Background: an optimization exercise with open tools, aiming at small area, a short achievable clock period and few clock cycles per item. Do not read the settings as production practice.
RTL that was checked went through simulation tests only; none was proved equivalent to the original.
Only the layout flow was run in runs 3 to 7; the RTL was not checked for function there.
No activity file was given, so power comes from the tool's default toggle rates.

==> flow/design.v <==
module irdec (
    input  wire        clk,
    input  wire        rst,
    input  wire        req_valid,
    output wire        req_ready,
    input  wire [2:0]  req_op,
    input  wire [31:0] req_now,
    output reg         rsp_valid,
    output wire [51:0] rsp
);
    localparam [2:0] OP_EDGE  = 3'b001;
    localparam [2:0] OP_CHKTO = 3'b010;
    localparam [2:0] OP_AVAIL = 3'b011;
    localparam [2:0] OP_RECV  = 3'b100;
    localparam [2:0] OP_READ  = 3'b101;
    localparam [2:0] OP_RESET = 3'b111;
    assign req_ready = 1'b1;
    reg [31:0] last_edge;
    reg [31:0] last_event;
    reg [1:0]  tag;         
    reg        pending;
    reg [5:0]  nec_c;
    reg [23:0] nec_data;    
    reg        nec_ok;      
    reg [5:0]  pan_c;
    reg [47:0] pan_data;    
    reg        hact;
    reg [7:0]  hp;
    reg [15:0] hprev;
    reg [31:0] hash;
    reg        v0;
    reg [2:0]  op0;
    reg [31:0] now0;
    always @(posedge clk) begin
        v0   <= req_valid && !rst;
        op0  <= req_op;
        now0 <= req_now;
    end
    reg        v1;
    reg [2:0]  op1;
    reg [31:0] now1;
    reg [15:0] d1;         
    reg        to1, nl1, nh1, ng1, pl1, pg1, win1;
    wire is_edge  = v1 && (op1 == OP_EDGE);
    wire is_avail = v1 && (op1 == OP_AVAIL);
    wire is_recv  = v1 && (op1 == OP_RECV);
    wire is_read  = v1 && (op1 == OP_READ);
    wire is_reset = v1 && (op1 == OP_RESET);
    wire tp_op    = v1 && (op1 != 3'd0) && (op1 != 3'd6) && (op1 != 3'd7);
    wire hge2    = hact && (hp != 8'd0);
    wire hto     = hge2 && to1;
    wire tp_fire = tp_op && !pending && hto;
    wire pend1   = pending || tp_fire;
    wire edge_go = is_edge && !pending && !hto;
    wire clear_all = rst || is_reset;
    wire [31:0] le_next = is_reset ? 32'd0 : edge_go ? now1 : last_edge;
    wire [31:0] lv_next = is_reset ? 32'd0 : last_event;
    wire [31:0] elapsed = now0 - le_next;
    wire        sat     = |elapsed[31:16];
    wire [31:0] since   = now0 - lv_next;
    always @(posedge clk) begin
        v1   <= v0 && !rst;
        op1  <= op0;
        now1 <= now0;
        d1   <= sat ? 16'hFFFF : elapsed[15:0];
        to1  <= sat || (elapsed[15:0] >= 16'd27000);
        nl1  <= sat || (elapsed[15:0] >= 16'd12375);
        nh1  <= sat || (elapsed[15:0] >= 16'd6750);
        ng1  <= sat || (elapsed[15:0] >= 16'd1687);
        pl1  <= sat || (elapsed[15:0] >= 16'd3456);
        pg1  <= sat || (elapsed[15:0] >= 16'd1296);
        win1 <= (since < 32'd162000);
    end
    wire nec_bit  = ng1;
    wire nec_cmp  = nec_bit ^ nec_data[16];        
    wire nec_hi   = (nec_c >= 6'd26);              
    reg  [5:0]  nec_c_n;
    reg         nec_claim;
    reg         nec_hold;                           
    always @* begin
        nec_c_n   = nec_c;
        nec_claim = 1'b0;
        nec_hold  = 1'b0;
        if (to1) begin
            nec_c_n = (nec_c == 6'd0) ? 6'd1 : 6'd0;
        end else if (nec_c == 6'd0) begin
        end else if (nec_c == 6'd1) begin
            if (!nh1) begin
                nec_c_n = 6'd0;
            end else if (!nl1) begin
                nec_c_n   = 6'd0;
                nec_claim = win1;
                nec_hold  = win1;
            end else begin
                nec_c_n = 6'd2;
            end
        end else begin
            if (nec_c != 6'd33) begin
                nec_c_n = nec_c + 6'd1;
            end else begin
                nec_c_n   = 6'd0;
                nec_claim = nec_ok && nec_cmp;
            end
        end
    end
    wire nec_data_step = !to1 && (nec_c >= 6'd2);
    wire        pan_bit   = pg1;
    wire [47:0] pan_shift = {pan_bit, pan_data[47:1]};
    wire        pan_ck    = ((pan_shift[23:16] ^ pan_shift[31:24] ^ pan_shift[39:32]) == pan_shift[47:40]);
    reg  [5:0]  pan_c_n;
    reg         pan_claim;
    always @* begin
        pan_c_n   = pan_c;
        pan_claim = 1'b0;
        if (to1) begin
            pan_c_n = (pan_c == 6'd0) ? 6'd1 : 6'd0;
        end else if (pan_c == 6'd0) begin
        end else if (pan_c == 6'd1) begin
            pan_c_n = pl1 ? 6'd2 : 6'd0;
        end else begin
            if (pan_c != 6'd49) begin
                pan_c_n = pan_c + 6'd1;
            end else begin
                pan_c_n   = 6'd0;
                pan_claim = pan_ck;
            end
        end
    end
    wire pan_data_step = !to1 && (pan_c >= 6'd2);
    wire [17:0] new3  = {2'b00, d1} + {1'b0, d1, 1'b0};
    wire [17:0] prev2 = {1'b0, hprev, 1'b0};
    wire [17:0] prev4 = {hprev, 2'b00};
    wire [1:0]  code  = (new3 <= prev2) ? 2'd0 : (new3 >= prev4) ? 2'd2 : 2'd1;
    wire nec_go   = edge_go;
    wire pan_go   = edge_go && !nec_claim;
    wire hash_go  = pan_go && !pan_claim;
    wire s_claim  = nec_go && nec_claim || pan_go && pan_claim;
    wire h_init   = hash_go && to1 && !hact;
    wire h_fold   = hash_go && !to1 && hge2;
    wire h_claim  = hash_go && (to1 ? hge2 : (hact && hp == 8'd253));
    wire read_go  = is_read && pend1;
    wire [1:0] tag1 = tp_fire ? 2'd3 : tag;
    wire receiving = !pending && !to1 && ((nec_c != 6'd0) || (pan_c != 6'd0) || hact);
    always @(posedge clk) begin
        if (clear_all) begin
            last_edge  <= 32'd0;
            last_event <= 32'd0;
            tag        <= 2'd0;
            pending    <= 1'b0;
            nec_c      <= 6'd0;
            pan_c      <= 6'd0;
            hact       <= 1'b0;
        end else begin
            if (edge_go)
                last_edge <= now1;
            if (s_claim)
                last_event <= now1;
            if (tp_fire || h_claim)
                tag <= 2'd3;
            else if (nec_go && nec_claim)
                tag <= 2'd1;
            else if (pan_go && pan_claim)
                tag <= 2'd2;
            if (read_go)
                pending <= 1'b0;
            else if (tp_fire || s_claim || h_claim)
                pending <= 1'b1;
            if (nec_go)
                nec_c <= nec_c_n;
            if (pan_go)
                pan_c <= pan_c_n;
            if (read_go && (tag1 == 2'd3) || s_claim)
                hact <= 1'b0;
            else if (h_init)
                hact <= 1'b1;
        end
    end
    always @(posedge clk) begin
        if (nec_go && nec_hold) begin
            nec_data <= 24'h00FFFF;
        end else if (nec_go && nec_data_step) begin
            if (nec_hi) begin
                nec_data[23:16] <= {nec_data[16], nec_data[23:17]};
                nec_ok          <= nec_ok && nec_cmp;
            end else begin
                nec_data <= {nec_bit, nec_data[23:1]};
                nec_ok   <= 1'b1;
            end
        end
        if (pan_go && pan_data_step)
            pan_data <= pan_shift;
        if (h_init)
            hp <= 8'd0;
        else if (h_fold || hash_go && !to1 && hact)
            hp <= hp + 8'd1;
        if (hash_go && !to1 && hact)
            hprev <= d1;
    end
    reg       hi2, hf2;
    reg [1:0] code2;
    always @(posedge clk) begin
        hi2   <= h_init && !clear_all;
        hf2   <= h_fold && !clear_all;
        code2 <= code;
    end
    wire [31:0] hmul  = hash + {hash[30:0], 1'b0} + {hash[27:0], 4'b0} + {hash[24:0], 7'b0} +
                        {hash[23:0], 8'b0} + {hash[7:0], 24'b0};
    always @(posedge clk) begin
        if (hi2)
            hash <= 32'h811C9DC5;
        else if (hf2)
            hash <= {hmul[31:2], hmul[1:0] ^ code2};
    end
    reg r_nec, r_pan, r_hash, r_flag;
    always @(posedge clk) begin
        if (rst) begin
            rsp_valid <= 1'b0;
            r_nec     <= 1'b0;
            r_pan     <= 1'b0;
            r_hash    <= 1'b0;
            r_flag    <= 1'b0;
        end else begin
            rsp_valid <= v1;
            r_nec     <= read_go && (tag1 == 2'd1);
            r_pan     <= read_go && (tag1 == 2'd2);
            r_hash    <= read_go && (tag1 == 2'd3);
            r_flag    <= is_avail && pend1 || is_recv && receiving;
        end
    end
    wire [15:0] r_addr = ({16{r_nec}}  & nec_data[15:0]) |
                         ({16{r_pan}}  & pan_data[15:0]) |
                         ({16{r_hash}} & {8'd0, hp});
    wire [31:0] r_cmd  = ({32{r_nec}}  & {24'd0, nec_data[23:16]}) |
                         ({32{r_pan}}  & pan_data[47:16]) |
                         ({32{r_hash}} & hash);
    assign rsp = {r_nec | r_pan | r_hash, r_pan | r_hash, r_nec | r_hash, r_flag, r_addr, r_cmd};
endmodule
==> flow/run.sh <==
#!/bin/bash
# synth_recipe.tcl (not shown) runs the flow's synth.tcl, then flattens the netlist and writes it again
# the make line also repeats each setting of config.mk as NAME=value (left out here)
make -C /OpenROAD-flow-scripts/flow DESIGN_CONFIG=/design/flow/config.mk WORK_HOME=/design/flow/orfs CLKGATE_MAP_FILE= SYNTH_SCRIPT=/design/flow/synth_recipe.tcl finish
==> flow/config.mk <==
export PLATFORM = sky130hd
export DESIGN_NAME = irdec
export DESIGN_NICKNAME = irdec
export VERILOG_FILES = /design/flow/design.v
export SDC_FILE = /design/flow/constraint.sdc
export NUM_CORES = 4
export LEC_CHECK = 0
export ABC_CLOCK_PERIOD_IN_PS = 2500
export CAP_MARGIN = 20
export CORE_MARGIN = 2
export CORE_UTILIZATION = 40
export PLACE_DENSITY = 0.6
export SLEW_MARGIN = 20
==> flow/constraint.sdc <==
create_clock -name core_clock -period 11.0 [get_ports {clk}]
set_input_delay 2.2000 -clock core_clock [delete_from_list [all_inputs] [get_ports {clk}]]
set_output_delay 2.2000 -clock core_clock [all_outputs]
set_load 0.01 [all_outputs]
==> results of run 1 <==
cells in the final DEF (no fill, tap or decap), drive strengths merged, types with 47 or more instances in the layout:
cell,synthesis,routed
clkbuf,63,56
clkdlybuf4s50,0,90
edfxtp,65,65
inv,106,106
fa,83,83
nand2,140,140
xor2,54,54
a21oi,101,101
ha,177,177
mux2i,94,94
nor2,176,176
dfxtp,248,248
nand3,47,47
o21ai,73,73
xnor2,62,62
report_power, final:
group / leakage [nW] / internal [mW] / switching, mW
Combinational: 5.85 / 0.330 / 0.416
Sequential: 2.40 / 1.19 / 0.0466
Clock: 0.609 / 0.737 / 0.516
Total: 8.86 / 2.26 / 0.979
sequential cells by signal (all words and copies together) (netlist names), 2 cells and up:
name	count
last_edge	32
now0	32
last_event	32
tag	2
op1	3
now1	32
nec_data	24
hprev	16
code2	2
pan_c	6
op0	3
d1	16
hash	32
pan_data	48
nec_c	6
hp	8
cell type report:
class	instances	area share
Inverter	106	0.0181
Clock inverter	14	0.00830
Sequential cell	313	0.314
Tap cell	615	0.0350
Timing Repair Buffer	101	0.0447
Multi-Input combinational cell	1482	0.531
Clock buffer	56	0.0490
worst min path at each step:
stage | slack, ns | from | endpoint | depth (start not counted)
after CTS | 0.36 | op0[2]$_DFF_P_ | op1[2]$_DFF_P_ | 0
final | 0.36 | op0[2]$_DFF_P_ | op1[2]$_DFF_P_ | 0
after floorplan | 0.31 | op0[0]$_DFF_P_ | op1[0]$_DFF_P_ | 0
after global placement | 0.36 | op0[2]$_DFF_P_ | op1[2]$_DFF_P_ | 0
after detailed placement | 0.34 | op0[2]$_DFF_P_ | op1[2]$_DFF_P_ | 0
after global routing | 0.36 | op0[2]$_DFF_P_ | op1[2]$_DFF_P_ | 0
cell families after synthesis:
| family | after synthesis | share of synthesized area |
|---|---|---|
| other | 1 | 0.000195 |
| DFF | 313 | 0.359 |
| AOI/OAI and AO/OA | 423 | 0.152 |
| and+or+nand+nor | 586 | 0.148 |
| buffers and inverters | 180 | 0.0360 |
| xor gates and xnor gates | 116 | 0.0528 |
| adders and majority gates | 260 | 0.201 |
| muxes | 96 | 0.0501 |
per-layer routing:
metal / vias to the layer above / GRT usage
met5: - / 0
met4: 0 / 0.0568
met3: 65 / 0.0242
met2: 223 / 0.316
met1: 7061 / 0.239
li1: 7228 / -
through the flow:
step                std cells  setup slack (ns)
detailed placement       2617              5.35
global placement         2617              5.49
finish                   2687              5.26
CTS                      2687              5.31
global route             2687              4.69
floorplan                1975              5.63
critical path, stage by stage, from the launching register on:
cell and delay (ns):
dfxtp_1 0.36, inv_1 0.09, ha_1 0.14, nor4b_1 0.35, a21oi_1 0.27, nor2_4 0.12, buf_4 0.49, mux2i_1 0.19
nor2_1 0.12, ha_1 0.17, inv_1 0.05, fa_1 0.42, a211oi_1 0.33, o21ai_1 0.15, a21oi_1 0.20, a21oi_1 0.13
o21ai_1 0.36, o21ai_0 0.16, a31oi_1 0.25, xnor2_1 0.09, nor4_1 0.25, and3_1 0.64, nand4_1 0.17
Yosys cell counts (54+ instances only):
library cell / n / area [um^2]
inv_1: 106 / 398
o21ai_0: 68 / 340
nor2_1: 176 / 661
ha_1: 177 / 2210
clkbuf_1: 63 / 236
edfxtp_1: 65 / 1950
nand2_1: 140 / 526
dfxtp_1: 248 / 4960
xnor2_1: 62 / 543
mux2i_1: 94 / 941
fa_1: 83 / 1660
xor2_1: 54 / 473
a21oi_1: 101 / 505
==> impl_metrics.ini, run 1 <==
[run]
cap_violations = 0

[sta]
post-route-period-util = 0.521
rsz0062_at_grt = false
whs_ns = 0.356
setup_viol = 0
clock_skew_ns = 0.0251
relSlewSlack = 0.324
hold_violations = 0
fin_tns_setup_ns = 0
min_period_ns = 5.74
final_max_slew_viol_count = 0
max_freq_ghz = 0.174
worst_slew_pin_slew_ns = 1.01

[detailed_routing]
route.detailed.drc = 0
drt-total-wl_um = 45200
drt_iter0_drc = 956
first_pass_iters = 6
top_layer = met4
vias = 14600
wl_met1_um = 21000
wl_met3_um = 1490
drt-wirelength-per-cell_um = 16.8
dr_wl_met2_um = 21800
via_per_inst = 5.43
ant_nets = 0

[die]
row_count = 80
io_pins = 92
dieWidth_um = 223
start_util = 0.404
fp.dieH_um = 223
core-area_um2 = 47600
design.die.area_um2 = 49900

[outcome]
status = timing/DRC/antenna clean

[cts]
cts.clk_slew.worst_paths_ns = 0.06
h-tree-depth = 2
cts_hold_buf = 0
worst_skew_pair.late_latency_ns = 0.57
numCtsBuffers = 38
clock_path_buffers = 3
cts-root-buf = clkbuf_16
cts_resized = 0
cts_sinks = 313
cts_tree = done
cts_setup_buffers = 0

[placed_design]
place_area_um2 = 20700
dpl.hpwl_um = 33900
port_buffers = 90
place_congestion = 0.896

[final_layout]
nNetsFinal = 2340
fin_util = 0.462
fillers = 4530
seqCellArea_um2 = 6920
syn2layout_area_growth_pct = 14.4
final_area_um2 = 22000
multi_input_area_um2 = 11700
drive_gt1_frac = 0.0627
diodes = 0

[setup_path]
worst-path-max-fanout = 37
critPathLaunch = hp[0]$_SDFFE_PP0P_
critPathKind = flop to flop
worstReg2RegEnd = d1[2]$_SDFF_PP1_
crit_required_ns = 11.40
timing.rr.start = hp[0]$_SDFFE_PP0P_
r2r_slack_ns = 5.26
critPathLaunchType = flop
cp.arrival_ns = 6.13
r2r_cells = 22
endpoint_kind = flop
crit_end = d1[2]$_SDFF_PP1_

[logic_synthesis]
synth.net_count = 2273
synth.avg_cell_area_um2 = 9.74
yosysSeqAreaShare = 0.359
postSynth.asyncResetShare = 0
syn_inst = 1975
yosys_most_used_dff = dfxtp_1
ys_seq_elements = 313
syn-cell-area_um2 = 19200
synth_edf_count = 65
ys_types = 76
ys_warn_count = 1

[global_route]
overflow = 0
grt_max_degree = 51
grt_pass1_vias = 14800
antenna_found_initial = 0
grt_pass1_wl_um = 75300
grt_use_total = 0.183

[power_and_ir_drop]
ir_worst_vdd_mv = 0.105
finalPower_mw = 3.24
leakagePower_nw = 8.86
power_density_nw_per_um2 = 147

[hold_path]
hold_class = flop to flop
Testbench counts, summed over its fixed seeds: cycles 24,279, items 24,255.
==> run 2: changes to the inputs <==
--- a/flow/config.mk
+++ b/flow/config.mk
@@ -7,3 +7,2 @@
 export LEC_CHECK = 0
-export ABC_CLOCK_PERIOD_IN_PS = 2500
 export CAP_MARGIN = 20
==> run 2 against run 1 <==
Effect of this change:
- die area unchanged
- cell area unchanged
- global-route usage unchanged
- sequential power is essentially flat
- wire length did not move
- utilization is the same
- total power is the same
- critical path type unchanged
- highest routed layer unchanged
==> impl_metrics.ini, run 2 <==
[final_layout]
layout.cells.non_filler = 2687
regMostFlops = pan_data
syn2layout_area_growth_pct = 14.4
diodes = 0
fillers = 4530
drive_gt1_frac = 0.0627
nNetsFinal = 2340
largest_register_ffs = 48
final_common_cell = dfxtp_1
layout_common_cells = dfxtp_1 (247), ha_1 (177), nor2_1 (175)

[logic_synthesis]
yosys.area.top_type = dfxtp_1
synth.avg_cell_area_um2 = 9.74
synth.most_common_cell = dfxtp_1
synth_top_area_share = 0.258
synth_edf_count = 65
synthTopCellsByCount = dfxtp_1 (248), ha_1 (177), nor2_1 (176)
ys_warn_count = 1
syn-cell-area_um2 = 19200
synth.top_cells.by_area = dfxtp_1 (26%), ha_1 (12%), edfxtp_1 (10%)
ys_types = 76
ys_seq_elements = 313
synth.net_count = 2273
postSynth.asyncResetShare = 0
yosysSeqAreaShare = 0.359
syn_inst = 1975
yosys_most_used_dff = dfxtp_1

[cts]
cts_sinks = 313
cts_resized = 0
cts-root-buf = clkbuf_16
h-tree-depth = 2
cts_tree = done
cts.clk_slew.worst_paths_ns = 0.06
numCtsBuffers = 38
cts_hold_buf = 0
clock_path_buffers = 3
cts_setup_buffers = 0
worst_skew_pair.late_latency_ns = 0.57

[run]
cap_violations = 0

[global_route]
grt_pass1_wl_um = 75300
grt_use_total = 0.183
grt_max_degree = 51
overflow = 0
grt_pass1_vias = 14800
antenna_found_initial = 0

[power_and_ir_drop]
ir_worst_vdd_mv = 0.105
leakagePower_nw = 8.86
internal-power_mw = 2.26
finalPower_mw = 3.24
comb_power_share = 0.230
p_sw_frac = 0.302
power.share.clock = 0.387
p_sw_mw = 0.979
power_density_nw_per_um2 = 147
seqPwrFrac = 0.383

[setup_path]
crit_required_ns = 11.40
cpPeakStageDelay_ns = 0.64
critPathLaunchType = flop
cp.arrival_ns = 6.13
endpoint_kind = flop
slowest_stage = and3_1
crit_chain = inv_1 > ha_1 > nor4b_1 > a21oi_1 > nor2_4 > buf_4 > mux2i_1 > nor2_1 > ha_1 > inv_1 > fa_1 > a211oi_1 > o21ai_1 > a21oi_1 > a21oi_1 > o21ai_1 > o21ai_0 > a31oi_1 > xnor2_1 > nor4_1 > and3_1 > nand4_1
worst-path-max-fanout = 37
r2r_slack_ns = 5.26
critPathKind = flop to flop
crit_top_cell = a21oi_1

[placed_design]
dpl.hpwl_um = 33900
port_buffers = 90
place_congestion = 0.896
post-place-cells = 2617

[sta]
post-route-period-util = 0.521
min_period_ns = 5.74
rsz0062_at_grt = false
relSlewSlack = 0.324
setup_viol = 0
final_max_slew_viol_count = 0
max_freq_ghz = 0.174
worst_slew_pin_slew_ns = 1.01
clock_skew_ns = 0.0251
hold_violations = 0
fin_tns_setup_ns = 0

[hold_path]
hold_class = flop to flop

[die]
fp.dieH_um = 223
dieWidth_um = 223
row_count = 80
start_util = 0.404
io_pins = 92
core-area_um2 = 47600
design.die.area_um2 = 49900

[outcome]
status = timing/DRC/antenna clean

[detailed_routing]
ant_nets = 0
via_per_inst = 5.43
route.detailed.drc = 0
drt-total-wl_um = 45200
drt-wirelength-per-cell_um = 16.8
drt_iter0_drc = 956
vias = 14600
first_pass_iters = 6
-- run 2: cell counts after synthesis --
No cell type changed its count.
-- run 2: worst paths after layout --
| kind | start | endpoint | cells past startpoint |
|---|---|---|---|
| min reg2reg | op0[2]$_DFF_P_ | op1[2]$_DFF_P_ | 0 |
| max reg2reg | hp[0]$_SDFFE_PP0P_ | d1[2]$_SDFF_PP1_ | 22 |
| min | op0[2]$_DFF_P_ | op1[2]$_DFF_P_ | 0 |
| max | hp[0]$_SDFFE_PP0P_ | d1[2]$_SDFF_PP1_ | 22 |
-- run 2: per-layer routing --
| metal | vias up | global-route usage | routed length (um) |
|---|---|---|---|
| li1 | 7228 | - | - |
| met1 | 7061 | 0.239 | 21000 |
| met2 | 223 | 0.316 | 21800 |
| met3 | 65 | 0.0242 | 1490 |
| met4 | 0 | 0.0568 | 976 |
| met5 | - | 0 | 0 |
-- run 2: cells by family (layout without fill, tap and decap cells) --
| group | Yosys count | count (layout) | synth area share |
|---|---|---|---|
| AO/OA/AOI/OAI | 423 | 423 | 0.152 |
| flip-flops | 313 | 313 | 0.359 |
| adder cells (fa/ha/maj) | 260 | 260 | 0.201 |
| other | 1 | 1 | 0.000195 |
| multiplexers | 96 | 96 | 0.0501 |
| XOR/XNOR | 116 | 116 | 0.0528 |
| AND/OR/NAND/NOR | 586 | 586 | 0.148 |
| buffers and inverters | 180 | 277 | 0.0360 |
-- run 2: layout make-up --
cell class / count / area [um^2] / area share
Tap cell: 615 / 769 / 0.0350
Clock inverter: 14 / 183 / 0.00830
Inverter: 106 / 398 / 0.0181
Clock buffer: 56 / 1080 / 0.0490
Timing Repair Buffer: 101 / 983 / 0.0447
Multi-Input combinational cell: 1482 / 11700 / 0.531
Sequential cell: 313 / 6920 / 0.314
-- run 2: stage by stage --
stage                     setup slack (ns)  utilization  hold WS [ns]  cell area (um^2)
after CTS                             5.31        0.462         0.362             22000
after global routing                  4.69        0.462         0.362             22000
after global placement                5.49        0.435         0.359             20700
after detailed placement              5.35        0.435         0.344             20700
final                                 5.26        0.462         0.356             22000
after floorplan                       5.63            -         0.310             19200
-- run 2: critical path: cells and delay by family, from the launching register on --
| family | cells | cell delay [ns] |
|---|---|---|
| buffers and inverters | 3 | 0.63 |
| DFF | 1 | 0.36 |
| xor gates and xnor gates | 1 | 0.09 |
| and+or+nand+nor | 6 | 1.65 |
| muxes | 1 | 0.19 |
| adders and majority gates | 3 | 0.73 |
| AOI/OAI and AO/OA | 8 | 1.85 |
-- run 2: power groups by stage --
stage | Clock [mW] | Combinational (mW) | Sequential (mW)
finish | 1.25 | 0.746 | 1.24
global route | 1.34 | 0.843 | 1.24
CTS | 1.29 | 0.748 | 1.24
detailed placement | 0 | 0.746 | 1.26
global placement | 0 | 0.727 | 1.26
floorplan | 0 | 0.584 | 1.25
==> run 3: changes to the inputs <==
--- a/flow/design.v
+++ b/flow/design.v
@@ -8,6 +8,5 @@
     output reg         rsp_valid,
-    output wire [51:0] rsp
+    output reg  [51:0] rsp
 );
     localparam [2:0] OP_EDGE  = 3'b001;
-    localparam [2:0] OP_CHKTO = 3'b010;
     localparam [2:0] OP_AVAIL = 3'b011;
@@ -27,2 +26,3 @@
     reg        hact;
+    reg        hge2;
     reg [7:0]  hp;
@@ -38,3 +38,3 @@
     end
-    reg        v1;
+    reg        v1, e1;
     reg [2:0]  op1;
@@ -43,3 +43,2 @@
     reg        to1, nl1, nh1, ng1, pl1, pg1, win1;
-    wire is_edge  = v1 && (op1 == OP_EDGE);
     wire is_avail = v1 && (op1 == OP_AVAIL);
@@ -49,3 +48,2 @@
     wire tp_op    = v1 && (op1 != 3'd0) && (op1 != 3'd6) && (op1 != 3'd7);
-    wire hge2    = hact && (hp != 8'd0);
     wire hto     = hge2 && to1;
@@ -53,3 +51,3 @@
     wire pend1   = pending || tp_fire;
-    wire edge_go = is_edge && !pending && !hto;
+    wire edge_go = e1 && !pending && !hto;
     wire clear_all = rst || is_reset;
@@ -57,4 +55,7 @@
     wire [31:0] lv_next = is_reset ? 32'd0 : last_event;
-    wire [31:0] elapsed = now0 - le_next;
-    wire        sat     = |elapsed[31:16];
+    wire [16:0] lo_diff = {1'b0, now0[15:0]} - {1'b0, le_next[15:0]};
+    wire [15:0] hi_diff = now0[31:16] - le_next[31:16];
+    wire        lo_brw  = lo_diff[16];
+    wire        sat     = lo_brw ? (hi_diff != 16'd1) : (hi_diff != 16'd0);
+    wire [15:0] el      = lo_diff[15:0];
     wire [31:0] since   = now0 - lv_next;
@@ -62,11 +63,12 @@
         v1   <= v0 && !rst;
+        e1   <= v0 && !rst && (op0 == OP_EDGE);
         op1  <= op0;
         now1 <= now0;
-        d1   <= sat ? 16'hFFFF : elapsed[15:0];
-        to1  <= sat || (elapsed[15:0] >= 16'd27000);
-        nl1  <= sat || (elapsed[15:0] >= 16'd12375);
-        nh1  <= sat || (elapsed[15:0] >= 16'd6750);
-        ng1  <= sat || (elapsed[15:0] >= 16'd1687);
-        pl1  <= sat || (elapsed[15:0] >= 16'd3456);
-        pg1  <= sat || (elapsed[15:0] >= 16'd1296);
+        d1   <= sat ? 16'hFFFF : el;
+        to1  <= sat || (el >= 16'd27000);
+        nl1  <= sat || (el >= 16'd12375);
+        nh1  <= sat || (el >= 16'd6750);
+        ng1  <= sat || (el >= 16'd1687);
+        pl1  <= sat || (el >= 16'd3456);
+        pg1  <= sat || (el >= 16'd1296);
         win1 <= (since < 32'd162000);
@@ -138,6 +140,8 @@
     wire h_init   = hash_go && to1 && !hact;
+    wire h_pulse  = hash_go && !to1 && hact;        
     wire h_fold   = hash_go && !to1 && hge2;
-    wire h_claim  = hash_go && (to1 ? hge2 : (hact && hp == 8'd253));
+    wire h_claim  = hash_go && (to1 ? hge2 : (hge2 && hp == 8'd253));
     wire read_go  = is_read && pend1;
     wire [1:0] tag1 = tp_fire ? 2'd3 : tag;
+    wire h_clear  = read_go && (tag1 == 2'd3) || s_claim;
     wire receiving = !pending && !to1 && ((nec_c != 6'd0) || (pan_c != 6'd0) || hact);
@@ -152,2 +156,3 @@
             hact       <= 1'b0;
+            hge2       <= 1'b0;
         end else begin
@@ -171,6 +176,10 @@
                 pan_c <= pan_c_n;
-            if (read_go && (tag1 == 2'd3) || s_claim)
+            if (h_clear) begin
                 hact <= 1'b0;
-            else if (h_init)
+                hge2 <= 1'b0;
+            end else if (h_init) begin
                 hact <= 1'b1;
+            end else if (h_pulse) begin
+                hge2 <= 1'b1;
+            end
         end
@@ -193,5 +202,5 @@
             hp <= 8'd0;
-        else if (h_fold || hash_go && !to1 && hact)
+        else if (h_pulse)
             hp <= hp + 8'd1;
-        if (hash_go && !to1 && hact)
+        if (h_pulse)
             hprev <= d1;
@@ -205,4 +214,17 @@
     end
-    wire [31:0] hmul  = hash + {hash[30:0], 1'b0} + {hash[27:0], 4'b0} + {hash[24:0], 7'b0} +
-                        {hash[23:0], 8'b0} + {hash[7:0], 24'b0};
+    wire [31:0] t0 = hash;
+    wire [31:0] t1 = {hash[30:0], 1'b0};
+    wire [31:0] t2 = {hash[27:0], 4'b0};
+    wire [31:0] t3 = {hash[24:0], 7'b0};
+    wire [31:0] t4 = {hash[23:0], 8'b0};
+    wire [31:0] t5 = {hash[7:0], 24'b0};
+    wire [31:0] s1 = t0 ^ t1 ^ t2;
+    wire [31:0] c1 = {((t0 & t1) | (t0 & t2) | (t1 & t2)), 1'b0};
+    wire [31:0] s2 = t3 ^ t4 ^ t5;
+    wire [31:0] c2 = {((t3 & t4) | (t3 & t5) | (t4 & t5)), 1'b0};
+    wire [31:0] s3 = s1 ^ c1 ^ s2;
+    wire [31:0] c3 = {((s1 & c1) | (s1 & s2) | (c1 & s2)), 1'b0};
+    wire [31:0] s4 = s3 ^ c3 ^ c2;
+    wire [31:0] c4 = {((s3 & c3) | (s3 & c2) | (c3 & c2)), 1'b0};
+    wire [31:0] hmul = s4 + c4;
     always @(posedge clk) begin
@@ -213,16 +235,16 @@
     end
-    reg r_nec, r_pan, r_hash, r_flag;
+    reg r_valid, r_nec, r_pan, r_hash, r_flag;
     always @(posedge clk) begin
         if (rst) begin
-            rsp_valid <= 1'b0;
-            r_nec     <= 1'b0;
-            r_pan     <= 1'b0;
-            r_hash    <= 1'b0;
-            r_flag    <= 1'b0;
-        end else begin
-            rsp_valid <= v1;
-            r_nec     <= read_go && (tag1 == 2'd1);
-            r_pan     <= read_go && (tag1 == 2'd2);
-            r_hash    <= read_go && (tag1 == 2'd3);
-            r_flag    <= is_avail && pend1 || is_recv && receiving;
+            r_valid <= 1'b0;
+            r_nec   <= 1'b0;
+            r_pan   <= 1'b0;
+            r_hash  <= 1'b0;
+            r_flag  <= 1'b0;
+        end else begin
+            r_valid <= v1;
+            r_nec   <= read_go && (tag1 == 2'd1);
+            r_pan   <= read_go && (tag1 == 2'd2);
+            r_hash  <= read_go && (tag1 == 2'd3);
+            r_flag  <= is_avail && pend1 || is_recv && receiving;
         end
@@ -235,3 +257,9 @@
                          ({32{r_hash}} & hash);
-    assign rsp = {r_nec | r_pan | r_hash, r_pan | r_hash, r_nec | r_hash, r_flag, r_addr, r_cmd};
+    always @(posedge clk) begin
+        if (rst)
+            rsp_valid <= 1'b0;
+        else
+            rsp_valid <= r_valid;
+        rsp <= {r_nec | r_pan | r_hash, r_pan | r_hash, r_nec | r_hash, r_flag, r_addr, r_cmd};
+    end
 endmodule
==> run 3 against run 2 <==
Effect of this change:
- count of clock-buffer cells in the layout grew 6
- register-to-register slack gained 0.52 ns
- cell count grew 9.5%
- setup slack gained 0.52 ns
- critical endpoint is now hash[31]$_SDFFE_PP1P_
- largest cell class unchanged
==> impl_metrics.ini, run 3 <==
[detailed_routing]
ant_nets = 0
vias = 15700
via_per_inst = 5.34
drt-wirelength-per-cell_um = 17.1
route.detailed.drc = 0
drt_iter0_drc = 1091
first_pass_iters = 7
drt-total-wl_um = 50400

[outcome]
status = timing/DRC/antenna clean

[final_layout]
fillers = 4853
largest_register_ffs = 52
final_area_um2 = 23500
fin_util = 0.461
final_common_cell = dfxtp_1
syn2layout_area_growth_pct = 14.6
layout.cells.non_filler = 2942
layout_common_cells = dfxtp_1 (302), nand2_1 (262), nor2_1 (178)
largestRegisters = rsp x52, pan_data x48
drive_gt1_frac = 0.0487
regMostFlops = rsp
nNetsFinal = 2525

[cts]
cts_sinks = 368
cts-root-buf = clkbuf_16
cts_tree = done
worst_skew_pair.late_latency_ns = 0.58
clock_path_buffers = 3
cts_hold_buf = 0
cts_setup_buffers = 0
numCtsBuffers = 43
h-tree-depth = 2
cts_resized = 0
cts.clk_slew.worst_paths_ns = 0.06

[sta]
max_freq_ghz = 0.192
fin_tns_setup_ns = 0
rsz0062_at_grt = false
hold_violations = 0
relSlewSlack = 0.236
min_period_ns = 5.22
setup_viol = 0
final_max_slew_viol_count = 0
worst_slew_pin_slew_ns = 1.15
post-route-period-util = 0.474
clock_skew_ns = 0.0308

[logic_synthesis]
synth.top_cells.by_area = dfxtp_1 (30%), ha_1 (11%), edfxtp_1 (9.5%)
postSynth.asyncResetShare = 0
synth.net_count = 2445
yosysSeqAreaShare = 0.391
syn_inst = 2148
synth_adder_area_share = 0.189
synth_top_area_share = 0.296
ys_seq_elements = 368
yosys_most_used_dff = dfxtp_1
synth_compound_area_frac = 0.147
synth_top_family_by_area = adder cells
yosys.area_share.simple = 0.153
yosys.area.top_type = dfxtp_1
syn-cell-area_um2 = 20500
synth_edf_count = 65
synth-xor-area-share = 0.0452
synth.area.mux_share = 0.0327
synth.most_common_cell = dfxtp_1
ys_warn_count = 1
synthTopCellsByCount = dfxtp_1 (303), nand2_1 (263), nor2_1 (178)
synth.avg_cell_area_um2 = 9.56
ys_types = 85

[die]
row_count = 83
fp.dieH_um = 231
start_util = 0.403
io_pins = 92
core-area_um2 = 51000
dieWidth_um = 231
design.die.area_um2 = 53100

[setup_path]
r2r_cells = 16
critPathKind = flop to flop
slowest_stage = dfxtp_1
crit_chain = inv_1 > fa_1 > inv_1 > fa_1 > fa_1 > ha_1 > nor3_1 > inv_1 > a311oi_1 > nor3_1 > o2111ai_1 > a211oi_1 > o211ai_1 > a31oi_1 > o31ai_1 > or3b_1
cp_top_family = compound AO/OA/AOI/OAI gates
r2r_slack_ns = 5.78
worstReg2RegEnd = hash[31]$_SDFFE_PP1P_
endpoint_kind = flop
crit_required_ns = 11.43
timing.rr.start = hash[7]$_SDFFE_PP1P_
worst-path-max-fanout = 6
cp.arrival_ns = 5.65
crit_buf_inv = 3
critPathLaunchType = flop
cpPeakStageDelay_ns = 0.56

[placed_design]
dpl.hpwl_um = 37400
port_buffers = 90
post-place-cells = 2863
place_congestion = 0.895
place_area_um2 = 22100

[hold_path]
hold_depth = 0
hold_start = r_flag$_SDFF_PP0_
holdPathEnd = rsp[48]$_DFF_P_
hold_class = flop to flop

[global_route]
grt_pass1_vias = 15500
grt_use_total = 0.190
grt_max_degree = 63
antenna_found_initial = 0
overflow = 0
grt_pass1_wl_um = 81500

[power_and_ir_drop]
leakagePower_nw = 9.77
finalPower_mw = 3.59
power_density_nw_per_um2 = 153
ir_worst_vdd_mv = 0.131

[run]
cap_violations = 0
[run 3: cell types whose count changed in the layout (fill, tap and decap cells not counted), sizes merged, moves of 15 or more]
cell   previous run  this run
dfxtp           248       303
inv             106       162
mux2i            94        66
nand2           140       273
nand4            35        18
or2              39        15
xor2             54        39
[run 3: cells by family after synthesis]
logic type                 after synthesis
and+or+nand+nor                        683
AOI/OAI and AO/OA                      440
DFF                                    368
adders and majority gates              259
buffers and inverters                  224
xor gates and xnor gates               106
muxes                                   67
other                                    1
[run 3: worst register-to-register path, delay by kind of cell, from the launching register on]
kind	cells	cell delay (ns)
fa+ha+maj	4	1.57
simple gates	3	0.81
flops	1	0.56
compound gates	6	1.78
buf+inv	3	0.34
[run 3: worst max-delay path by stage]
stage | end | cells after the start | startpoint | slack [ns]
6_report | hash[31]$_SDFFE_PP1P_ | 16 | hash[7]$_SDFFE_PP1P_ | 5.78
5_1_grt | nl1$_DFF_P_ | 17 | to1$_DFF_P_ | 5.34
4_1_cts | nl1$_DFF_P_ | 17 | to1$_DFF_P_ | 5.81
3_5_place_dp | nl1$_DFF_P_ | 17 | to1$_DFF_P_ | 5.82
3_3_place_gp | hash[31]$_SDFFE_PP1P_ | 16 | hash[4]$_SDFFE_PP0P_ | 5.98
2_1_floorplan | pan_data[0]$_DFFE_PP_ | 6 | nec_c[1]$_SDFFE_PP0P_ | 5.85
[run 3: final cells by class]
type | count | area [um^2] | share of cell area
Multi-Input combinational cell | 1556 | 11600 | 0.495
Sequential cell | 368 | 8020 | 0.341
Clock buffer | 62 | 1230 | 0.0522
Timing Repair Buffer | 102 | 991 | 0.0421
Tap cell | 680 | 851 | 0.0362
Inverter | 157 | 589 | 0.0251
Clock inverter | 16 | 195 | 0.00830
Antenna cell | 1 | 2.50 | 0.000106
[run 3: stage by stage]
stage | hold slack (ns) | setup slack, ns
after floorplan | 0.310 | 5.85
after global placement | 0.320 | 5.98
after detailed placement | 0.318 | 5.82
after CTS | 0.361 | 5.81
after global routing | 0.365 | 5.34
final | 0.348 | 5.78
[run 3: layer usage]
metal / GRT usage / wire length, um / vias up / share of wire
li1: - / - / 7698 / -
met1: 0.253 / 23000 / 7504 / 0.46
met2: 0.310 / 23300 / 408 / 0.46
met3: 0.0287 / 2480 / 95 / 0.049
met4: 0.0720 / 1540 / 0 / 0.031
met5: 0 / 0 / - / 0
[run 3: power by group]
| part | internal (mW) | switching (mW) |
|---|---|---|
| combinational | 0.313 | 0.428 |
| sequential | 1.39 | 0.0287 |
| clock | 0.854 | 0.582 |
==> run 4: changes to the inputs <==
==> flow/flow/run.sh (new file) <==
#!/bin/bash
# Own layout flow: the standard flow (standard.sh, unchanged synthesis),
# with plain buffers on the ports instead of delay buffers, and timing repair
# aiming for extra setup slack. Each make run logs to its own file here.
set -euo pipefail
bash standard.sh \
  "BUFFER_PORTS_ARGS=-buffer_cell sky130_fd_sc_hd__buf_2" \
  "SETUP_SLACK_MARGIN=${OWN_SETUP_MARGIN:-7}" \
  finish > standard_finish.log 2>&1
==> flow/standard.sh (new file) <==
#!/bin/bash
# synth_recipe.tcl (not shown) runs the flow's synth.tcl, then flattens the netlist and writes it again
# the make line also repeats each setting of config.mk as NAME=value (left out here)
make -C /OpenROAD-flow-scripts/flow DESIGN_CONFIG=/design/flow/config.mk WORK_HOME=/design/flow/orfs CLKGATE_MAP_FILE= SYNTH_SCRIPT=/design/flow/synth_recipe.tcl "${@:-finish}"
removed: flow/run.sh
==> run 4 against run 3 <==
Effect of this change:
- cell area rose by 5.6%
- register-to-register slack gained 0.90 ns
- sequential power barely moved
- setup slack gained 0.90 ns
==> impl_metrics.ini, run 4 <==
[global_route]
grt_use_total = 0.196
grt_max_degree = 51
antenna_found_initial = 0
overflow = 0
grt_pass1_vias = 15900
grt_pass1_wl_um = 84300

[cts]
numCtsBuffers = 43
h-tree-depth = 2
cts-root-buf = clkbuf_16
cts.clk_slew.worst_paths_ns = 0.06
cts_tree = done
worst_skew_pair.late_latency_ns = 0.57
clock_path_buffers = 3
cts_sinks = 368
cts_hold_buf = 0

[logic_synthesis]
ys_seq_elements = 368
synthTopCellsByCount = dfxtp_1 (303), nand2_1 (263), nor2_1 (178)
synth.most_common_cell = dfxtp_1
synth.top_cells.by_area = dfxtp_1 (30%), ha_1 (11%), edfxtp_1 (9.5%)
postSynth.asyncResetShare = 0
syn_inst = 2148
synth_edf_count = 65
yosys.area.top_type = dfxtp_1
ys_types = 85
yosys_most_used_dff = dfxtp_1
synth.avg_cell_area_um2 = 9.56
yosysSeqAreaShare = 0.391
synth.net_count = 2445
synth_top_area_share = 0.296
ys_warn_count = 1
syn-cell-area_um2 = 20500

[sta]
rsz0062_at_grt = true
worst_slew_pin_slew_ns = 1.10
clock_skew_ns = 0.0232
min_period_ns = 4.31
fin_tns_setup_ns = 0
setup_viol = 0
max_freq_ghz = 0.232
final_max_slew_viol_count = 0
post-route-period-util = 0.392
hold_violations = 0
relSlewSlack = 0.265
fin_ws_ns = 6.69

[outcome]
status = timing/DRC/antenna clean

[power_and_ir_drop]
comb_power_share = 0.235
power_density_nw_per_um2 = 155
p_sw_frac = 0.284
p_sw_mw = 1.09
internal-power_mw = 2.75
power.share.clock = 0.396
seqPwrFrac = 0.368
leakagePower_nw = 10.5
ir_worst_vdd_mv = 0.117

[final_layout]
drive_gt1_frac = 0.188
nNetsFinal = 2613
largestRegisters = rsp x52, pan_data x48
fillers = 4698
layout_common_cells = dfxtp_1 (270), nand2_1 (257), nor2_1 (175)
final_common_cell = dfxtp_1
diodes = 0
regMostFlops = rsp
largest_register_ffs = 52
syn2layout_area_growth_pct = 21.0

[placed_design]
post-place-ws_ns = 5.87
dpl.hpwl_um = 36900
place_congestion = 0.880
port_buffers = 90

[die]
dieWidth_um = 231
row_count = 83
start_util = 0.403
fp.dieH_um = 231
core-area_um2 = 51000
io_pins = 92
design.die.area_um2 = 53100

[detailed_routing]
drt_iter0_drc = 1142
drt-wirelength-per-cell_um = 17.2
vias = 16000
drt-total-wl_um = 52000
first_pass_iters = 8
via_per_inst = 5.28
ant_nets = 0
route.detailed.drc = 0

[setup_path]
r2r_cells = 17
worst-path-max-fanout = 5
critPathKind = flop to flop
timing.rr.start = hash[10]$_SDFFE_PP1P_
crit_required_ns = 11.44
worstReg2RegEnd = hash[31]$_SDFFE_PP1P_
endpoint_kind = flop
critPathLaunch = hash[10]$_SDFFE_PP1P_
critPathLaunchType = flop
crit_end = hash[31]$_SDFFE_PP1P_
cp.arrival_ns = 4.75
r2r_slack_ns = 6.69

[hold_path]
hold_start = r_flag$_SDFF_PP0_
hold_class = flop to flop

[run]
cap_violations = 0
-- run 4: changes by cell type in the layout (fill, tap and decap cells not counted), sizes merged --
cell / previous run / this run
bufinv: 3 / 6
nand2: 273 / 274
clkdlybuf4s50: 90 / 0
diode: 1 / 0
buf: 12 / 185
and3: 23 / 25
clkbuf: 62 / 61
inv: 162 / 160
bufbuf: 0 / 2
clkinv: 8 / 10
-- run 4: per-stage QoR --
step	hold WS [ns]	cell area [um^2]	utilization	instances	total power, mW
4_1_cts	0.391	24400	0.479	3007	3.82
3_3_place_gp	0.387	21800	0.428	2860	2.21
3_5_place_dp	0.387	21800	0.428	2860	2.22
5_1_grt	0.397	24800	0.487	3031	4.03
6_report	0.396	24800	0.487	3031	3.84
2_1_floorplan	0.310	20800	-	2148	2.05
-- run 4: worst max-delay path, stage by stage, from the launching register on --
cell	delay (ns)
dfxtp_4	0.37
inv_1	0.10
fa_1	0.45
fa_1	0.52
inv_1	0.05
fa_1	0.49
ha_4	0.30
nand2_2	0.04
nor2_2	0.13
nand2_1	0.08
o221ai_2	0.24
o2111ai_4	0.21
a211oi_2	0.27
o211ai_1	0.16
a31oi_1	0.24
buf_4	0.14
nor4_1	0.04
or3b_1	0.36
-- run 4: layout make-up --
| cell class | instances | area [um^2] | area share |
|---|---|---|---|
| clock buffer | 61 | 1270 | 0.0510 |
| inverter | 157 | 607 | 0.0244 |
| clock inverter | 19 | 268 | 0.0108 |
| tap | 680 | 851 | 0.0342 |
| sequential | 368 | 8120 | 0.327 |
| timing repair buffer | 187 | 1310 | 0.0528 |
| multi-input combinational | 1559 | 12400 | 0.500 |
-- run 4: kinds of logic after synthesis --
group,synth area share
compound gates,0.147
xor+xnor,0.0452
fa+ha+maj,0.189
buf+inv,0.0428
flops,0.391
mux,0.0327
other cells,0.000183
simple gates,0.153
-- run 4: repair_timing --
item,4_1_cts,5_1_grt
cloned,5,0
setup buffers,62,24
gates resized for setup,97,60
endpoints found under the setup margin,38,36
endpoints found under the hold margin,0,0
pin swaps,47,44
-- run 4: routing by layer --
| layer | GRT usage | wire length [um] |
|---|---|---|
| met1 | 0.265 | 24000 |
| met2 | 0.333 | 24900 |
| met3 | 0.0214 | 2040 |
| met4 | 0.0514 | 1020 |
| met5 | 0 | 0 |
-- run 4: worst min-delay path by stage --
| stage | endpoint | slack, ns | cells past startpoint |
|---|---|---|---|
| 2_1_floorplan | rsp[48]$_DFF_P_ | 0.31 | 0 |
| 3_3_place_gp | now1[16]$_DFF_P_ | 0.39 | 0 |
| 3_5_place_dp | now1[2]$_DFF_P_ | 0.39 | 0 |
| 4_1_cts | now1[0]$_DFF_P_ | 0.39 | 0 |
| 5_1_grt | rsp[48]$_DFF_P_ | 0.40 | 0 |
| 6_report | rsp[48]$_DFF_P_ | 0.40 | 0 |
-- run 4: power by group through the flow --
stage | registers (mW) | logic [mW] | clock network (mW)
floorplan | 1.43 | 0.617 | 0
global placement | 1.45 | 0.760 | 0
detailed placement | 1.45 | 0.770 | 0
CTS | 1.41 | 0.845 | 1.56
global route | 1.42 | 0.998 | 1.62
finish | 1.41 | 0.903 | 1.52
==> run 5: changes to the inputs <==
--- a/flow/design.v
+++ b/flow/design.v
@@ -8,3 +8,3 @@
     output reg         rsp_valid,
-    output reg  [51:0] rsp
+    output wire [51:0] rsp
 );
@@ -235,16 +235,16 @@
     end
-    reg r_valid, r_nec, r_pan, r_hash, r_flag;
+    reg r_nec, r_pan, r_hash, r_flag;
     always @(posedge clk) begin
         if (rst) begin
-            r_valid <= 1'b0;
-            r_nec   <= 1'b0;
-            r_pan   <= 1'b0;
-            r_hash  <= 1'b0;
-            r_flag  <= 1'b0;
-        end else begin
-            r_valid <= v1;
-            r_nec   <= read_go && (tag1 == 2'd1);
-            r_pan   <= read_go && (tag1 == 2'd2);
-            r_hash  <= read_go && (tag1 == 2'd3);
-            r_flag  <= is_avail && pend1 || is_recv && receiving;
+            rsp_valid <= 1'b0;
+            r_nec     <= 1'b0;
+            r_pan     <= 1'b0;
+            r_hash    <= 1'b0;
+            r_flag    <= 1'b0;
+        end else begin
+            rsp_valid <= v1;
+            r_nec     <= read_go && (tag1 == 2'd1);
+            r_pan     <= read_go && (tag1 == 2'd2);
+            r_hash    <= read_go && (tag1 == 2'd3);
+            r_flag    <= is_avail && pend1 || is_recv && receiving;
         end
@@ -257,9 +257,3 @@
                          ({32{r_hash}} & hash);
-    always @(posedge clk) begin
-        if (rst)
-            rsp_valid <= 1'b0;
-        else
-            rsp_valid <= r_valid;
-        rsp <= {r_nec | r_pan | r_hash, r_pan | r_hash, r_nec | r_hash, r_flag, r_addr, r_cmd};
-    end
+    assign rsp = {r_nec | r_pan | r_hash, r_pan | r_hash, r_nec | r_hash, r_flag, r_addr, r_cmd};
 endmodule
--- a/flow/config.mk
+++ b/flow/config.mk
@@ -9,4 +9,6 @@
 export CORE_MARGIN = 2
-export CORE_UTILIZATION = 40
-export PLACE_DENSITY = 0.6
+export CORE_UTILIZATION = 60
+export CTS_BUF_LIST = sky130_fd_sc_hd__clkbuf_4
+export CTS_CLUSTER_SIZE = 20
+export PLACE_DENSITY = 0.75
 export SLEW_MARGIN = 20
==> run 5 against run 4 <==
Effect of this change:
- global-route usage rose by 9.8 points
- utilization rose by 24 points
- cell area fell by 6.9%
- highest routed layer unchanged
- critical endpoint is now hash[28]$_SDFFE_PP0P_
==> impl_metrics.ini, run 5 <==
[detailed_routing]
vias = 16200
route.detailed.drc = 0
drt-wirelength-per-cell_um = 18.4
first_pass_iters = 6
drt-total-wl_um = 50600
drt_iter0_drc = 1334
via_per_inst = 5.89
ant_nets = 0

[setup_path]
cp.arrival_ns = 4.92
worst-path-max-fanout = 5
crit_required_ns = 11.65
critPathKind = flop to flop
endpoint_kind = flop
critPathLaunchType = flop
r2r_cells = 14

[final_layout]
multi_input_area_um2 = 12300
nNetsFinal = 2553
fin_util = 0.727
drive_gt1_frac = 0.204
syn2layout_area_growth_pct = 18.7
fillers = 2299
largest_register_ffs = 48
seqCellArea_um2 = 7050
regMostFlops = pan_data
layout_common_cells = dfxtp_1 (217), nand2_1 (199), nor2_1 (185)
final_common_cell = dfxtp_1

[power_and_ir_drop]
power_density_nw_per_um2 = 123
power.share.clock = 0.383
p_sw_frac = 0.290
comb_power_share = 0.188
internal-power_mw = 2.01
p_sw_mw = 0.823
ir_worst_vdd_mv = 0.0827
leakagePower_nw = 9.95
seqPwrFrac = 0.429

[die]
dieWidth_um = 184
start_util = 0.613
core-area_um2 = 31800
io_pins = 92
row_count = 65
fp.dieH_um = 184
design.die.area_um2 = 33900

[global_route]
antenna_found_initial = 2
grt_max_degree = 43
grt_pass1_wl_um = 80000
grt_use_total = 0.294
grt_pass1_vias = 16000
overflow = 0

[sta]
worst_slew_pin_slew_ns = 1.04
hold_violations = 0
clock_skew_ns = 0.0625
rsz0062_at_grt = true
fin_tns_setup_ns = 0
post-route-period-util = 0.388
setup_viol = 0
relSlewSlack = 0.307
max_freq_ghz = 0.234
final_max_slew_viol_count = 0
min_period_ns = 4.27
whs_ns = 0.347

[cts]
h-tree-depth = 3
numCtsBuffers = 83
cts_sinks = 315
worst_skew_pair.late_latency_ns = 0.76
clock_path_buffers = 3
cts.clk_slew.worst_paths_ns = 0.07
cts-root-buf = clkbuf_4
cts_tree = done

[placed_design]
dpl.hpwl_um = 34300
port_buffers = 90
place_congestion = 0.888

[logic_synthesis]
ys_types = 83
synth.most_common_cell = dfxtp_1
yosys_most_used_dff = dfxtp_1
synth.avg_cell_area_um2 = 9.48
yosysSeqAreaShare = 0.357
postSynth.asyncResetShare = 0
synth.net_count = 2353
ys_warn_count = 1
synth_top_area_share = 0.257
synth_edf_count = 65
synthTopCellsByCount = dfxtp_1 (250), nand2_1 (204), nor2_1 (187)
synth.top_cells.by_area = dfxtp_1 (26%), ha_1 (11%), edfxtp_1 (10%)
ys_seq_elements = 315
yosys.area.top_type = dfxtp_1
syn-cell-area_um2 = 19500
syn_inst = 2056

[run]
cap_violations = 0

[outcome]
status = timing/DRC/antenna clean

[hold_path]
hold_class = flop to flop
hold_depth = 0
## run 5: changes by cell type after synthesis, moves of 8 or more
cell / delta
a21o_1: +25
and3_1: -14
dfxtp_1: -53
inv_1: +9
mux2i_1: +12
nand2_1: -59
nand2_2: -10
nand3_1: -8
nand4_1: +8
nor2_1: +9
o21ai_0: +14
o21ai_1: -16
## run 5: area by class of cell
class / instances / share of cell area
inverters: 165 / 0.0273
flip-flops and latches: 315 / 0.305
multi-input cells: 1506 / 0.530
well taps: 435 / 0.0235
repair buffers: 185 / 0.0660
clock inverters: 30 / 0.0101
clock buffers: 117 / 0.0380
diodes: 2 / 0.000216
## run 5: logic make-up (layout without fill, tap and decap cells)
logic type               count (synthesis)  after routing  synth area share
AND/OR/NAND/NOR                        594            594             0.139
AO/OA/AOI/OAI                          466            466             0.169
XOR/XNOR                               107            107            0.0481
multiplexers                            79             79            0.0407
buffers and inverters                  235            497            0.0474
adder cells (fa/ha/maj)                259            259             0.199
other                                    1              3          0.000192
flip-flops                             315            315             0.357
## run 5: critical path: stages (launching register included)
cell	delay, ns
dfxtp_4	0.37
fa_1	0.57
fa_1	0.46
fa_1	0.56
ha_4	0.24
a21oi_4	0.16
a21oi_2	0.08
a211oi_2	0.25
o2111a_2	0.26
a221oi_4	0.09
o221a_4	0.27
o41ai_4	0.28
o21bai_1	0.15
nor4b_2	0.17
a311o_1	0.27
## run 5: per-stage QoR
step                      instances  power, mW  setup WS, ns  area, um^2
after floorplan                2056       1.59          6.91       19700
after global placement         2522       1.68          6.02       20500
after detailed placement       2522       1.69          5.83       20500
after CTS                      2716       2.81          6.74       22500
after global routing           2755       2.97          6.59       23100
final                          2755       2.84          6.73       23100
## run 5: path summary, 6_finish.rpt
| kind | slack (ns) | to | start |
|---|---|---|---|
| hold reg to reg | 0.35 | op1[0]$_DFF_P_ | op0[0]$_DFF_P_ |
| setup / recovery | 6.73 | hash[28]$_SDFFE_PP0P_ | hash[7]$_SDFFE_PP1P_ |
| setup reg to reg | 6.73 | hash[28]$_SDFFE_PP0P_ | hash[7]$_SDFFE_PP1P_ |
| hold / removal | 0.35 | op1[0]$_DFF_P_ | op0[0]$_DFF_P_ |
## run 5: power groups by stage
stage / registers [mW] / logic, mW / clock network (mW)
final: 1.22 / 0.533 / 1.09
after global routing: 1.22 / 0.584 / 1.17
after CTS: 1.22 / 0.489 / 1.10
after detailed placement: 1.24 / 0.449 / 0
after global placement: 1.24 / 0.435 / 0
after floorplan: 1.23 / 0.358 / 0
## run 5: timing repair
item	in CTS	in global routing
resized for setup	96	79
hold buffers	0	0
gates cloned	8	3
pin swaps	65	60
setup endpoints to repair	89	82
buffers inserted	39	34
## run 5: layer usage
| layer | share of wire | GRT usage | up-vias |
|---|---|---|---|
| met3 | 0.055 | 0.0484 | 87 |
| li1 | - | - | 7739 |
| met5 | 0 | 0 | - |
| met1 | 0.45 | 0.397 | 7912 |
| met4 | 0.024 | 0.103 | 0 |
| met2 | 0.47 | 0.478 | 502 |
==> run 6: changes to the inputs <==
--- a/flow/config.mk
+++ b/flow/config.mk
@@ -9,6 +9,6 @@
 export CORE_MARGIN = 2
-export CORE_UTILIZATION = 60
-export CTS_BUF_LIST = sky130_fd_sc_hd__clkbuf_4
-export CTS_CLUSTER_SIZE = 20
-export PLACE_DENSITY = 0.75
+export CORE_UTILIZATION = 40
+export CTS_BUF_LIST = sky130_fd_sc_hd__clkbuf_8
+export CTS_CLUSTER_SIZE = 30
+export PLACE_DENSITY = 0.6
 export SLEW_MARGIN = 20
==> run 6 against run 5 <==
Effect of this change:
- largest cell class unchanged
- worst hold slack got worse by 0.0046 ns
- sequential cell count unchanged
- utilization decreased by 24 points
- combinational power increased by 3.9%
- via count shrank 3.8%
- non-clock buffer count up 6
- die area grew 49%
- sequential share of layout area fell by 0.35 points
- cell area grew 1.2%
- still clean
- first-iteration DRC count fell by 41%
- clock skew shrank 0.038 ns
- sequential power is essentially flat
==> impl_metrics.ini, run 6 <==
[logic_synthesis]
ys_warn_count = 1
synthTopCellsByCount = dfxtp_1 (250), nand2_1 (204), nor2_1 (187)
synth.avg_cell_area_um2 = 9.48
yosys.area.top_type = dfxtp_1
synth_top_area_share = 0.257
yosys_most_used_dff = dfxtp_1
synth.most_common_cell = dfxtp_1
synth.top_cells.by_area = dfxtp_1 (26%), ha_1 (11%), edfxtp_1 (10%)
synth_edf_count = 65
yosysSeqAreaShare = 0.357
ys_seq_elements = 315
syn_inst = 2056
syn-cell-area_um2 = 19500
postSynth.asyncResetShare = 0
synth.net_count = 2353
ys_types = 83

[detailed_routing]
ant_nets = 0
first_pass_iters = 6
drt_iter0_drc = 782
drt-wirelength-per-cell_um = 17.7
via_per_inst = 5.40
drt-total-wl_um = 51000
route.detailed.drc = 0
vias = 15600

[die]
start_util = 0.406
row_count = 80
io_pins = 92
dieWidth_um = 225
core-area_um2 = 47900
fp.dieH_um = 225
design.die.area_um2 = 50500

[setup_path]
critPathLaunchType = flop
timing.rr.start = hash[11]$_SDFFE_PP1P_
critPathKind = flop to flop
r2r_cells = 14
critPathLaunch = hash[11]$_SDFFE_PP1P_
cp.arrival_ns = 4.78
worst-path-max-fanout = 4
crit_required_ns = 11.50
endpoint_kind = flop
r2r_slack_ns = 6.72
worstReg2RegEnd = hash[28]$_SDFFE_PP0P_

[hold_path]
hold_depth = 0
holdPathEnd = op1[0]$_DFF_P_
hold_class = flop to flop
hold_start = op0[0]$_DFF_P_

[global_route]
antenna_found_initial = 1
grt_max_degree = 45
overflow = 0
grt_pass1_wl_um = 81100
grt_use_total = 0.199
grt_pass1_vias = 15700

[final_layout]
largest_register_ffs = 48
regMostFlops = pan_data
layout_common_cells = dfxtp_1 (214), nand2_1 (198), nor2_1 (185)
syn2layout_area_growth_pct = 20.1
final_common_cell = dfxtp_1
nNetsFinal = 2530
drive_gt1_frac = 0.190
fin_util = 0.488

[power_and_ir_drop]
p_sw_mw = 0.809
seqPwrFrac = 0.430
ir_worst_vdd_mv = 0.101
power.share.clock = 0.374
power_density_nw_per_um2 = 121
comb_power_share = 0.196
finalPower_mw = 2.83
leakagePower_nw = 9.94
p_sw_frac = 0.286
internal-power_mw = 2.02

[sta]
worst_slew_pin_slew_ns = 0.771
rsz0062_at_grt = true
fin_tns_setup_ns = 0
final_max_slew_viol_count = 0
post-route-period-util = 0.389
min_period_ns = 4.28
relSlewSlack = 0.486
max_freq_ghz = 0.234
setup_viol = 0
hold_violations = 0
clock_skew_ns = 0.0243

[placed_design]
place_congestion = 0.870
dpl.hpwl_um = 36200
port_buffers = 90

[cts]
cts_tree = done
h-tree-depth = 2
cts_sinks = 315
worst_skew_pair.late_latency_ns = 0.63
cts.clk_slew.worst_paths_ns = 0.06
numCtsBuffers = 54
clock_path_buffers = 3
cts-root-buf = clkbuf_8

[run]
cap_violations = 0

[outcome]
status = timing/DRC/antenna clean
run 6: cell families (layout without fill, tap and decap cells):
family                   count (synthesis)  after routing  share of synthesized area
multiplexers                            79             79                     0.0407
buffers and inverters                  235            453                     0.0474
adder cells (fa/ha/maj)                259            259                      0.199
XOR/XNOR                               107            107                     0.0481
AO/OA/AOI/OAI                          466            466                      0.169
other                                    1              2                   0.000192
flip-flops                             315            315                      0.357
AND/OR/NAND/NOR                        594            594                      0.139
run 6: cell type report:
class,count,area (um^2)
flip-flops and latches,315,7060
multi-input cells,1506,12400
clock buffers,68,936
fillers,4503,24500
well taps,615,769
clock inverters,29,153
repair buffers,191,1500
inverters,165,632
diodes,1,2.50
run 6: worst max-delay path, stage by stage, from the launching register on:
cell	delay (ns)
dfxtp_4	0.36
fa_1	0.57
fa_1	0.44
fa_1	0.55
ha_4	0.25
a21oi_4	0.20
a21oi_4	0.07
a211oi_2	0.19
o2111a_2	0.31
a221oi_4	0.10
o221a_4	0.25
o41ai_4	0.32
o21bai_1	0.12
nor4b_2	0.17
a311o_1	0.27
run 6: what timing repair did:
action | in CTS | in global routing
gates cloned | 5 | 3
pin swaps | 52 | 48
endpoints found under the setup margin | 89 | 54
hold buffers | 0 | 0
resized for setup | 103 | 82
buffers inserted | 51 | 29
run 6: power groups by stage:
stage	clock (mW)	combinational, mW	sequential, mW
detailed placement	0	0.449	1.24
CTS	1.09	0.516	1.22
global route	1.14	0.615	1.22
floorplan	0	0.358	1.23
finish	1.06	0.554	1.22
global placement	0	0.445	1.24
run 6: per-layer routing:
metal,track usage,part of all wire,up-vias
met4,0.0686,0.027,0
met3,0.0315,0.040,94
met5,0,0,-
li1,-,-,7657
met2,0.346,0.49,328
met1,0.249,0.44,7537
run 6: per-stage QoR:
step	std cells	setup WS [ns]	instance area, um^2	hold WS (ns)
CTS	2857	6.73	22700	0.354
floorplan	2056	6.91	19700	0.323
global placement	2704	5.90	20700	0.343
finish	2890	6.72	23400	0.343
global route	2890	6.60	23400	0.351
detailed placement	2704	5.79	20700	0.342
run 6: worst max-delay path by stage:
stage / endpoint / slack, ns / depth (start not counted)
after floorplan: hash[28]$_SDFFE_PP0P_ / 6.91 / 14
after global placement: ng1$_DFF_P_ / 5.90 / 18
after detailed placement: ng1$_DFF_P_ / 5.79 / 18
after CTS: hash[28]$_SDFFE_PP0P_ / 6.73 / 14
after global routing: hash[28]$_SDFFE_PP0P_ / 6.60 / 15
final: hash[28]$_SDFFE_PP0P_ / 6.72 / 14
==> run 7: changes to the inputs <==
--- a/flow/design.v
+++ b/flow/design.v
@@ -30,10 +30,2 @@
     reg [31:0] hash;
-    reg        v0;
-    reg [2:0]  op0;
-    reg [31:0] now0;
-    always @(posedge clk) begin
-        v0   <= req_valid && !rst;
-        op0  <= req_op;
-        now0 <= req_now;
-    end
     reg        v1, e1;
@@ -55,4 +47,4 @@
     wire [31:0] lv_next = is_reset ? 32'd0 : last_event;
-    wire [16:0] lo_diff = {1'b0, now0[15:0]} - {1'b0, le_next[15:0]};
-    wire [15:0] hi_diff = now0[31:16] - le_next[31:16];
+    wire [16:0] lo_diff = {1'b0, req_now[15:0]} - {1'b0, le_next[15:0]};
+    wire [15:0] hi_diff = req_now[31:16] - le_next[31:16];
     wire        lo_brw  = lo_diff[16];
@@ -60,8 +52,8 @@
     wire [15:0] el      = lo_diff[15:0];
-    wire [31:0] since   = now0 - lv_next;
-    always @(posedge clk) begin
-        v1   <= v0 && !rst;
-        e1   <= v0 && !rst && (op0 == OP_EDGE);
-        op1  <= op0;
-        now1 <= now0;
+    wire [31:0] since   = req_now - lv_next;
+    always @(posedge clk) begin
+        v1   <= req_valid && !rst;
+        e1   <= req_valid && !rst && (req_op == OP_EDGE);
+        op1  <= req_op;
+        now1 <= req_now;
         d1   <= sat ? 16'hFFFF : el;
==> run 7 against run 6 <==
Effect of this change:
- still clean on timing, DRC and antenna
- via count is 3.3% lower
- register-to-register slack got worse by 0.08 ns
- utilization increased by 1.0 points
- total power fell by 5.5%
- cell count fell by 3.4%
- critical path depth is 1 higher
- combinational power fell by 4.7%
- wire length shrank 4.5%
- non-clock buffer count increased by 4
- count of clock-buffer cells in the layout is 8 lower
- clock power is essentially flat
- global-route usage up 0.43 points
- largest power group is now clock
==> impl_metrics.ini, run 7 <==
[global_route]
overflow = 0
grt_use_total = 0.203
grt_pass1_vias = 15200
antenna_found_initial = 0

[final_layout]
final_common_cell = dfxtp_1
regMostFlops = pan_data
layout_common_cells = dfxtp_1 (182), nand2_1 (176), nor2_1 (165)
nNetsFinal = 2448
diodes = 0

[logic_synthesis]
synth.area.mux_share = 0.0441
yosys_most_used_dff = dfxtp_1
syn_inst = 1977
yosysSeqAreaShare = 0.337
synth_top_family_by_area = adder cells
synth_top_area_share = 0.231
synthTopCellsByCount = dfxtp_1 (214), nand2_1 (191), ha_1 (175), nor2_1 (175), inv_1 (154)
synth_edf_count = 65
synth.most_common_cell = dfxtp_1
synth-xor-area-share = 0.0506
postSynth.asyncResetShare = 0

[cts]
clock_path_buffers = 3
cts-root-buf = clkbuf_8
h-tree-depth = 2
cts.clk_slew.worst_paths_ns = 0.06
worst_skew_pair.late_latency_ns = 0.64

[hold_path]
hold_class = flop to flop

[sta]
max_freq_ghz = 0.220
post-route-period-util = 0.414
min_period_ns = 4.55
worst_slew_pin_slew_ns = 1.08
relSlewSlack = 0.280
fin_tns_setup_ns = 0
rsz0062_at_grt = true
final_max_slew_viol_count = 0
setup_viol = 0
clock_skew_ns = 0.0603
whs_ns = 0.439

[setup_path]
r2r_slack_ns = 6.64
critPathLaunchType = primary input
endpoint_kind = flop
crit_required_ns = 11.47
critPathLaunch = req_now[16]
timing.rr.start = to1$_DFF_P_
worst-path-max-fanout = 8
worstReg2RegEnd = d1[7]$_SDFF_PP1_
crit_end = d1[7]$_SDFF_PP1_
critPathKind = primary input to flop

[detailed_routing]
wl_met1_um = 21800
dr_wl_met2_um = 23300
drt-total-wl_um = 48700
via_per_inst = 5.41
drt_iter0_drc = 857
top_layer = met4
first_pass_iters = 6
route.detailed.drc = 0

[die]
io_pins = 92
row_count = 78
design.die.area_um2 = 48000
dieWidth_um = 219
fp.dieH_um = 219

[placed_design]
dpl.hpwl_um = 34300
place_congestion = 0.890
port_buffers = 90

[power_and_ir_drop]
p_sw_mw = 0.758
comb_power_share = 0.198
seqPwrFrac = 0.399
leakagePower_nw = 9.45
power.share.clock = 0.403
ir_worst_vdd_mv = 0.116
power_density_nw_per_um2 = 118

[outcome]
status = timing/DRC/antenna clean
run 7: cell types whose count changed in the layout (fill, tap and decap cells not counted), moves of 14 or more:
cell,change
dfxtp_1,-32
inv_1,-23
nand2_1,-22
a21oi_1,-21
nor2_1,-20
a21oi_2,+16
ha_4,+15
ha_1,-14
run 7: what timing repair did:
| action | CTS | global route |
|---|---|---|
| cloned | 2 | 0 |
| pin swaps | 97 | 85 |
| setup endpoints to repair | 89 | 46 |
| buffers inserted | 59 | 33 |
| resized for setup | 144 | 91 |
| endpoints found under the hold margin | 0 | 0 |
run 7: how the worst min path moves through the flow:
stage	slack, ns	startpoint	to	cells after the start
finish	0.44	pan_data[16]$_DFFE_PP_	pan_data[15]$_DFFE_PP_	0
global route	0.46	pan_data[2]$_DFFE_PP_	pan_data[1]$_DFFE_PP_	0
CTS	0.44	pan_data[16]$_DFFE_PP_	pan_data[15]$_DFFE_PP_	0
detailed placement	0.44	pan_data[3]$_DFFE_PP_	pan_data[2]$_DFFE_PP_	0
global placement	0.43	pan_data[3]$_DFFE_PP_	pan_data[2]$_DFFE_PP_	0
floorplan	0.42	tag[0]$_SDFFE_PP0P_	r_pan$_SDFF_PP0_	1
run 7: routing by layer:
metal  up-vias  GRT usage
li1       7344          -
met4         0     0.0694
met1      7303      0.263
met2       369      0.343
met5         -          0
met3        91     0.0315
run 7: cell type report:
type	count	area, um^2
Timing Repair Buffer	195	1440
Multi-Input combinational cell	1471	12400
Tap cell	600	751
Clock inverter	32	290
Inverter	154	608
Clock buffer	60	826
Sequential cell	279	6350
Fill cell	4184	22900
run 7: logic make-up (layout without fill, tap and decap cells):
group | count (synthesis) | after routing
compound gates | 444 | 444
xor+xnor | 107 | 107
fa+ha+maj | 259 | 259
buf+inv | 227 | 441
flops | 279 | 279
mux | 81 | 81
other cells | 1 | 1
simple gates | 579 | 579
run 7: worst max-delay path, cell delays in order:
cell,delay (ns)
buf_12,0.09
inv_12,0.03
ha_4,0.15
fa_2,0.52
o21ai_2,0.06
a2111oi_2,0.32
nand4_1,0.14
a2111oi_2,0.21
o21ai_1,0.11
nor4_1,0.14
nor4b_2,0.26
nor4b_4,0.29
buf_4,0.16
buf_6,0.12
or2b_1,0.22
run 7: through the flow:
stage | instances | cell area [um^2] | util | power, mW | setup WS, ns
after floorplan | 1977 | 19000 | - | 1.42 | 6.10
after global placement | 2605 | 19900 | 0.437 | 1.51 | 5.19
after detailed placement | 2605 | 19900 | 0.437 | 1.52 | 5.20
after CTS | 2758 | 22100 | 0.484 | 2.65 | 6.40
after global routing | 2791 | 22700 | 0.498 | 2.80 | 6.20
final | 2791 | 22700 | 0.498 | 2.67 | 6.45
run 7: power by group through the flow:
| stage | sequential [mW] | combinational, mW | clock, mW |
|---|---|---|---|
| 2_1_floorplan | 1.09 | 0.331 | 0 |
| 3_3_place_gp | 1.09 | 0.418 | 0 |
| 3_5_place_dp | 1.09 | 0.423 | 0 |
| 4_1_cts | 1.07 | 0.474 | 1.11 |
| 5_1_grt | 1.07 | 0.579 | 1.16 |
| 6_report | 1.07 | 0.528 | 1.08 |

Setup slack of run 7, layout unchanged: 6.448 ns with ideal ports, 6.442 ns with driving cells assumed (clock clkbuf_16, inputs buf_2), 5.772 ns with port delays also shifted by the 0.670 ns mid clock arrival.
